This design comes from an exercise in tuning for small area, a short achievable clock period and few clock cycles on the open sky130 flow, not from production work.
In this exercise RTL edits were held to simulation tests only and were not proved equivalent to the original.
Power and IR drop assume default switching activity.

File: flow/run.sh
#!/bin/bash
# synth_recipe.tcl (not shown) runs the flow's synth.tcl, then flattens the netlist and writes it again
# the make line also repeats each setting of config.mk as NAME=value (left out here)
make -C /OpenROAD-flow-scripts/flow DESIGN_CONFIG=/design/flow/config.mk WORK_HOME=/design/flow/orfs CLKGATE_MAP_FILE= SYNTH_SCRIPT=/design/flow/synth_recipe.tcl finish
File: flow/config.mk
export PLATFORM = sky130hd
export DESIGN_NAME = cc_pool
export DESIGN_NICKNAME = cc_pool
export VERILOG_FILES = /design/flow/design.v
export SDC_FILE = /design/flow/constraint.sdc
export NUM_CORES = 4
export LEC_CHECK = 0
export CAP_MARGIN = 20
export CORE_MARGIN = 2
export CORE_UTILIZATION = 35
export SLEW_MARGIN = 20
File: flow/constraint.sdc
create_clock -name core_clock -period 15.5 [get_ports {clk}]
set_input_delay 3.1000 -clock core_clock [delete_from_list [all_inputs] [get_ports {clk}]]
set_output_delay 3.1000 -clock core_clock [all_outputs]
set_load 0.01 [all_outputs]
File: flow/design.v
module cc_core (
    input  wire        clk,
    input  wire        rst,
    input  wire        cfg_target_op,    
    input  wire        cfg_palette,      
    input  wire        cfg_tie_red,      
    input  wire        cfg_rot_left,     
    input  wire        cfg_blue_arith,   
    input  wire        cfg_acc_first,    
    input  wire [3:0]  cfg_arith_en,     
    input  wire        cell_valid,
    input  wire [31:0] cell_data,        
    input  wire        cell_last,
    output wire        cell_ready,
    input  wire        tick,
    output wire        out_valid,
    output wire [23:0] out_rgb,          
    input  wire        out_ready,
    output wire        done
);
    localparam S_FETCH = 2'd0, S_EMIT = 2'd1, S_WAIT = 2'd2, S_DONE = 2'd3;
    localparam E_RAMP = 2'd0, E_SET1 = 2'd1, E_SET2 = 2'd2, E_LAST = 2'd3;
    reg [1:0]  state;
    reg [1:0]  ephase;
    reg [23:0] acc;
    reg        first;
    reg [23:0] ocol;        
    reg [23:0] rtgt;        
    reg        rup;         
    reg [23:0] rcell;       
    reg        red_dom;
    reg        last_cell;
    reg [6:0]  wait_cnt;
    wire [7:0] c_r  = cell_data[31:24];
    wire [7:0] c_g  = cell_data[23:16];
    wire [7:0] c_b  = cell_data[15:8];
    wire [7:0] c_op = cell_data[7:0];
    wire op_delay = (c_op == 8'd0);
    wire op_add   = (c_op == 8'd1) & cfg_arith_en[0];
    wire op_sub   = (c_op == 8'd2) & cfg_arith_en[1];
    wire op_mul   = (c_op == 8'd3) & cfg_arith_en[2];
    wire op_div   = (c_op == 8'd4) & cfg_arith_en[3];
    wire op_set   = (c_op == 8'd5);
    wire op_rot   = (c_op == 8'd6);
    wire op_drain = (c_op == 8'd7);
    wire op_fill  = (c_op == 8'd8);
    wire op_ramp  = op_drain | op_fill;
    wire accept = (state == S_FETCH) & cell_valid;
    wire [23:0] acc_in = (first & cfg_acc_first) ? cell_data[31:8] : acc;
    wire        blue_on = cfg_blue_arith & ~cfg_palette;
    wire [23:0] operand = cell_data[31:8];
    wire [23:0] add_res, sub_res, mul_res, div_res;
    genvar k;
    generate
        for (k = 0; k < 3; k = k + 1) begin : lane
            wire [7:0] a = acc_in[8*k +: 8];
            wire [7:0] x = operand[8*k +: 8];
            wire [8:0] sum  = {1'b0, a} + {1'b0, x};
            wire [15:0] prod = a * x;
            assign add_res[8*k +: 8] = sum[8] ? 8'hFF : sum[7:0];
            assign sub_res[8*k +: 8] = (x > a) ? 8'h00 : (a - x);
            assign mul_res[8*k +: 8] = prod[7:0];
            assign div_res[8*k +: 8] = (x == 8'd0) ? a : (a / x);
        end
    endgenerate
    wire [23:0] add_acc = {add_res[23:8], blue_on ? add_res[7:0] : acc_in[7:0]};
    wire [23:0] sub_acc = {sub_res[23:8], blue_on ? sub_res[7:0] : acc_in[7:0]};
    wire [23:0] mul_acc = {mul_res[23:8], blue_on ? mul_res[7:0] : acc_in[7:0]};
    wire [23:0] div_acc = {div_res[23:8], blue_on ? div_res[7:0] : acc_in[7:0]};
    wire [23:0] rot_acc = cfg_rot_left ? {acc_in[15:0], acc_in[23:16]}
                                       : {acc_in[7:0], acc_in[23:8]};
    reg [23:0] acc_next;
    always @(*) begin
        if (op_add)                  acc_next = add_acc;
        else if (op_sub)             acc_next = sub_acc;
        else if (op_mul)             acc_next = mul_acc;
        else if (op_div)             acc_next = div_acc;
        else if (op_set | op_ramp)   acc_next = operand;
        else if (op_rot)             acc_next = rot_acc;
        else                         acc_next = acc_in;    
    end
    wire [8:0] delay_sum = {1'b0, c_r} + {1'b0, c_g} + {1'b0, c_b};
    wire [23:0] new_tgt = cfg_target_op ? operand : (op_fill ? 24'hFFFFFF : 24'h000000);
    wire [23:0] st_cur = accept ? acc_in  : ocol;
    wire [23:0] st_tgt = accept ? new_tgt : rtgt;
    wire        st_up  = accept ? op_fill : rup;
    wire [23:0] st_next;
    wire [2:0]  st_move;
    generate
        for (k = 0; k < 3; k = k + 1) begin : ramp
            wire [7:0] c = st_cur[8*k +: 8];
            wire [7:0] t = st_tgt[8*k +: 8];
            assign st_move[k] = st_up ? (c < t) : (c > t);
            assign st_next[8*k +: 8] = st_move[k] ? (st_up ? c + 8'd1 : c - 8'd1) : c;
        end
    endgenerate
    wire st_moving = |st_move;
    always @(posedge clk) begin
        if (rst) begin
            state     <= S_FETCH;
            ephase    <= E_LAST;
            acc       <= 24'd0;
            first     <= 1'b1;
            ocol      <= 24'd0;
            rtgt      <= 24'd0;
            rup       <= 1'b0;
            rcell     <= 24'd0;
            red_dom   <= 1'b0;
            last_cell <= 1'b0;
            wait_cnt  <= 7'd0;
        end else begin
            case (state)
                S_FETCH: if (cell_valid) begin
                    acc       <= acc_next;
                    first     <= 1'b0;
                    last_cell <= cell_last;
                    rcell     <= operand;
                    red_dom   <= (c_r > c_g) | ((c_r == c_g) & cfg_tie_red);
                    if (op_delay) begin
                        wait_cnt <= delay_sum[6:0];
                        if (delay_sum[6:0] == 7'd0)
                            state <= cell_last ? S_DONE : S_FETCH;
                        else
                            state <= S_WAIT;
                    end else if (op_ramp) begin
                        rtgt  <= new_tgt;
                        rup   <= op_fill;
                        state <= S_EMIT;
                        if (st_moving) begin
                            ocol   <= st_next;
                            ephase <= E_RAMP;
                        end else begin
                            ocol   <= acc_in;
                            ephase <= E_SET1;
                        end
                    end else begin
                        ocol   <= acc_next;
                        ephase <= E_LAST;
                        state  <= S_EMIT;
                    end
                end
                S_EMIT: if (out_ready) begin
                    case (ephase)
                        E_RAMP: if (st_moving) ocol <= st_next;
                                else           ephase <= E_SET1;
                        E_SET1: ephase <= E_SET2;
                        E_SET2: begin
                            ocol   <= rcell;
                            ephase <= E_LAST;
                        end
                        default: state <= last_cell ? S_DONE : S_FETCH;
                    endcase
                end
                S_WAIT: if (tick) begin
                    wait_cnt <= wait_cnt - 7'd1;
                    if (wait_cnt == 7'd1)
                        state <= last_cell ? S_DONE : S_FETCH;
                end
                default: ;
            endcase
        end
    end
    assign cell_ready = (state == S_FETCH);
    assign out_valid  = (state == S_EMIT);
    assign out_rgb    = !cfg_palette ? ocol
                      : red_dom ? {ocol[23:16], 16'h0000}
                                : {8'h00, ocol[15:8], 8'h00};
    assign done       = (state == S_DONE);
endmodule
module cc_pool #(
    parameter NCORES = 4         
) (
    input  wire                 clk,
    input  wire                 rst,
    input  wire                 cfg_target_op,
    input  wire                 cfg_palette,
    input  wire                 cfg_tie_red,
    input  wire                 cfg_rot_left,
    input  wire                 cfg_blue_arith,
    input  wire                 cfg_acc_first,
    input  wire [3:0]           cfg_arith_en,
    input  wire                 tick,
    input  wire [NCORES-1:0]    cell_valid,
    input  wire [32*NCORES-1:0] cell_data,
    input  wire [NCORES-1:0]    cell_last,
    output wire [NCORES-1:0]    cell_ready,
    output wire                 out_valid,
    output wire [1:0]           out_core,
    output wire [23:0]          out_rgb,
    input  wire                 out_ready,
    output wire [NCORES-1:0]    done
);
    wire [NCORES-1:0] c_valid;
    wire [NCORES-1:0] c_ready;
    wire [24*NCORES-1:0] c_rgb;
    genvar i;
    generate
        for (i = 0; i < NCORES; i = i + 1) begin : core
            cc_core u_core (
                .clk            (clk),
                .rst            (rst),
                .cfg_target_op  (cfg_target_op),
                .cfg_palette    (cfg_palette),
                .cfg_tie_red    (cfg_tie_red),
                .cfg_rot_left   (cfg_rot_left),
                .cfg_blue_arith (cfg_blue_arith),
                .cfg_acc_first  (cfg_acc_first),
                .cfg_arith_en   (cfg_arith_en),
                .cell_valid     (cell_valid[i]),
                .cell_data      (cell_data[32*i +: 32]),
                .cell_last      (cell_last[i]),
                .cell_ready     (cell_ready[i]),
                .tick           (tick),
                .out_valid      (c_valid[i]),
                .out_rgb        (c_rgb[24*i +: 24]),
                .out_ready      (c_ready[i]),
                .done           (done[i])
            );
        end
    endgenerate
    reg [1:0] rr;
    reg [1:0] grant;
    reg [1:0] cand;
    reg       any;
    integer   j;
    always @(*) begin
        grant = 2'd0;
        any   = 1'b0;
        for (j = NCORES - 1; j >= 0; j = j - 1) begin
            cand = rr + j[1:0];
            if (c_valid[cand]) begin
                grant = cand;
                any   = 1'b1;
            end
        end
    end
    always @(posedge clk) begin
        if (rst)
            rr <= 2'd0;
        else if (any & out_ready)
            rr <= grant + 2'd1;
    end
    assign out_valid = any;
    assign out_core  = grant;
    assign out_rgb   = c_rgb[24*grant +: 24];
    assign c_ready   = (any & out_ready) ? (1 << grant) : {NCORES{1'b0}};
endmodule
==> impl_metrics.tcl <==
set metrics [dict create \
    setup_viol 0 \
    syn_avg_cell_area_sq_um 7.256 \
    initial_core_util_pct 35.21 \
    cell_internal_pwr_w 0.005656 \
    clkPwrFrac_pct 11.9 \
    synth_flop_cell "dfxtp_1" \
    drt_iter0_drc 8579 \
    yosys_warnings 2 \
    fin_crit_ps 14900 \
    antenna_found_initial 16 \
    clkTransAtPathRegs_ps 60 \
    grtUsageMet1_pct 36.84 \
    finalCritPeriodShare_pct 96.13 \
    syn_inst 10530 \
    die_height_um 471.2 \
    cp.required_ps 16050 \
    grt_util_met2_pct 43.89 \
    maxCapViolations 0 \
    crit_fanout 9 \
    ctsHoldBuffers 0 \
    dp_cells 13380 \
    min-delay-start "core[3].u_core.rcell[4]" \
    clockRootBuffer "clkbuf_16" \
    min_path_type "flip-flop to flip-flop" \
    final-seq-area_sq_um 8929 \
    syn_to_final_growth_pct 10.99 \
    layout.nets 12100 \
    power.total_w 0.01207 \
    vias_per_cell 6.051 \
    synth_edf_count 0 \
    reg2reg_depth 52 \
    fmax_mhz 67.11 \
    wire_per_inst_um 24.27 \
    dpl.hpwl_mm 248.8 \
    grt_max_degree 101 \
    slew_violations 0 \
    gp_congestion 0.9861 \
    crit_type "input pin to flip-flop" \
    ys_types 117 \
    ioPinCount 185 \
    async_flop_share_pct 0 \
    htree_levels 2 \
    clkSinkCount 446 \
    first_pass_iters 6 \
    grt-busiest-layer "met2" \
    synth_common_cells "nor2_1, nand2_1, ha_1, a21oi_1, inv_1" \
    r2r-end "core[2].u_core.ocol[8]" \
    yosysMostFrequentCell "nor2_1" \
    ys_ff_latch 446 \
    gr-total-overflow 0 \
    combPwrFrac_pct 74.3 \
    fin_setup_tns_ps 0 \
    reg2reg_slack_ps 2740 \
    totalWireLength_mm 327.9 \
    place_area_sq_um 82610 \
    tightest_slew_ps 1368 \
    drtAntennaViolNets 0 \
    core-area_sq_um 217000 \
    rows 171 \
    switching_power_w 0.006409 \
    ys_seq_area_share_pct 11.69 \
    reg2reg_from "core[2].u_core.first" \
    track_usage_pct 28.19 \
    synth_top_area_cell "ha_1" \
    powerDensity_nw_per_um2 142.3 \
    cts_made_buffers 56 \
    crit_top_cell "o21a_1" \
    slowest_stage "or4_1" \
    finalClockSkew_ps 54.08 \
    max-vdd-ir-drop_v 0.0001160 \
    instances_no_fill 13510 \
    portBuffers 184 \
    ys_top_cells_by_area "ha_1, dfxtp_1, a21oi_1" \
    whs_endpoint "core[3].u_core.rcell[4]" \
    hold_viol 0 \
    clockBufferDepth 3 \
    hold_depth 2 \
    critPathMaxStageDelay_ps 400 \
    num_vias 81760 \
    relSlewSlack_pct 8.213 \
    final.fill_count 22700 \
    grt_pass1_wl_mm 489.1 \
    worstPathArrival_ps 15450 \
    fp.dieW_um 471.2 \
    die-area_sq_um 222000 \
    outcome "timing/DRC/antenna clean" \
    yosysTopAreaCellShare_pct 18.67 \
    timing.hold.ws_ps 450.9 \
    rsz0062_at_grt "true" \
    syn_area_sq_um 76390 \
    switching_share_pct 53.12 \
    seqPwrFrac_pct 13.8 \
    syn-num-nets 12030 \
    p_leak_nw 37.22 \
    drive_above_1_share_pct 8.127 \
    cp-end-kind "flip-flop" \
    first_global_vias 78210 \
    tritoncts "built" \
    final_area_sq_um 84790 \
    multi_input_area_sq_um 62610 \
    route.detailed.drc 0 \
    clk_latency_ps 710 \
    start_kind "input pin" \
    met3_usage_pct 5.371 \
]
==> layout by cell type (no fill, tap or decap), drive strengths merged, types with 208 or more instances in the layout <==
cell type  synthesis  layout
nor2            1186    1186
o21a             222     222
ha              1140    1140
inv              759     761
a21oi            996     996
dfxtp            446     446
nor3             280     280
a211oi           235     235
o21ai            636     636
xnor2            334     334
nand2           1172    1172
fa               208     208
buf              115     394
==> sequential cells by signal, summed over array words and instances (netlist names) <==
name and cells:
core.u_core.acc 96, core.u_core.ephase 8, core.u_core.first 4, core.u_core.last_cell 4, core.u_core.ocol 96, core.u_core.rcell 96, core.u_core.red_dom 4, core.u_core.rtgt 96
core.u_core.rup 4, core.u_core.state 8, core.u_core.wait_cnt 28, rr 2
==> metal layers <==
| metal | vias up | share of wire [%] |
|---|---|---|
| met5 | - | 0.033 |
| met4 | 14 | 6.0 |
| met3 | 851 | 9.1 |
| met2 | 3955 | 43 |
| met1 | 39130 | 42 |
| li1 | 37810 | - |
==> through the flow <==
| step | utilization (%) | setup slack, ps |
|---|---|---|
| after floorplan | - | 861.7 |
| after global placement | 38.08 | -157.1 |
| after detailed placement | 38.08 | -358.7 |
| after CTS | 38.98 | 353.9 |
| after global routing | 39.07 | -109.7 |
| final | 39.08 | 600.0 |
==> critical path: cells and delay by family <==
kind | cells | cell delay (ps)
and+or+nand+nor | 10 | 2100
muxes | 7 | 2250
buffers and inverters | 4 | 830
AOI/OAI and AO/OA | 24 | 4770
adders and majority gates | 8 | 2360
==> final cells by class <==
| cell class | count | area share (%) |
|---|---|---|
| antenna | 15 | 0.04427 |
| sequential | 446 | 10.53 |
| clock inverter | 30 | 0.4810 |
| multi-input combinational | 8743 | 73.84 |
| tap | 2854 | 4.211 |
| clock buffer | 74 | 1.827 |
| inverter | 775 | 3.432 |
| timing repair buffer | 575 | 5.631 |
==> cell families (layout without fill, tap and decap cells) <==
| kind of cell | count (synthesis) | count (layout) | synth area share [%] |
|---|---|---|---|
| buf+inv | 1340 | 1454 | 6.774 |
| compound gates | 3238 | 3238 | 27.46 |
| simple gates | 3326 | 3326 | 19.29 |
| flops | 446 | 446 | 11.69 |
| other cells | 0 | 15 | 0 |
| mux | 368 | 368 | 5.215 |
| xor+xnor | 463 | 463 | 5.452 |
| fa+ha+maj | 1348 | 1348 | 24.12 |
==> power by group through the flow <==
stage / Clock, W / Sequential (W) / Combinational, W
2_1_floorplan: 0 / 0.00152 / 0.00629
3_3_place_gp: 0 / 0.00168 / 0.00855
3_5_place_dp: 0 / 0.00168 / 0.00873
4_1_cts: 0.00145 / 0.00166 / 0.00879
5_1_grt: 0.00149 / 0.00168 / 0.00982
6_report: 0.00144 / 0.00167 / 0.00896
==> worst max-delay path by stage <==
| stage | startpoint | endpoint | slack, ps |
|---|---|---|---|
| after floorplan | cfg_acc_first | core[0].u_core.ocol[16] | 860 |
| after global placement | cfg_acc_first | core[2].u_core.ocol[8] | -160 |
| after detailed placement | cfg_acc_first | core[2].u_core.ocol[8] | -360 |
| after CTS | cfg_acc_first | core[2].u_core.ocol[8] | 350 |
| after global routing | cfg_acc_first | core[2].u_core.ocol[8] | -110 |
| final | cfg_acc_first | core[2].u_core.ocol[8] | 600 |
==> what timing repair did <==
item,CTS,global route
resized for setup,0,29
buffers inserted,0,9
endpoints found under the setup margin,0,21
Testbench counts, summed over its fixed seeds: cycles 219,457.

## what the ideal ports hide
In the flow no input, the clock included, has a driving cell. The finished layout below was timed again as built, in two steps. Step 1 sets driving cells, clkbuf_16 on the clock port and buf_2 on the other inputs (assumed; they add their load-dependent delay and slew). Step 2 adds t to the input delays and takes it off the output delays; t is the mean of the earliest and latest rising clock arrival at the registers after step 1. Input paths then give back, and output paths get back, about the clock's delay inside the block. Three values: ideal ports, drivers, drivers and shift; two values: the first two.
shift t [ns]: 0.767
setup WS [ns]: 0.600 / 0.662 / -0.105
worst setup path at the end: input to register
clock arrival spread, ns: 0.055 / 0.054
Met with ideal ports but missed after step 2: setup timing in this run. The setup slack of this run moves by +0.062 ns with the drivers and by -0.705 ns with both steps.
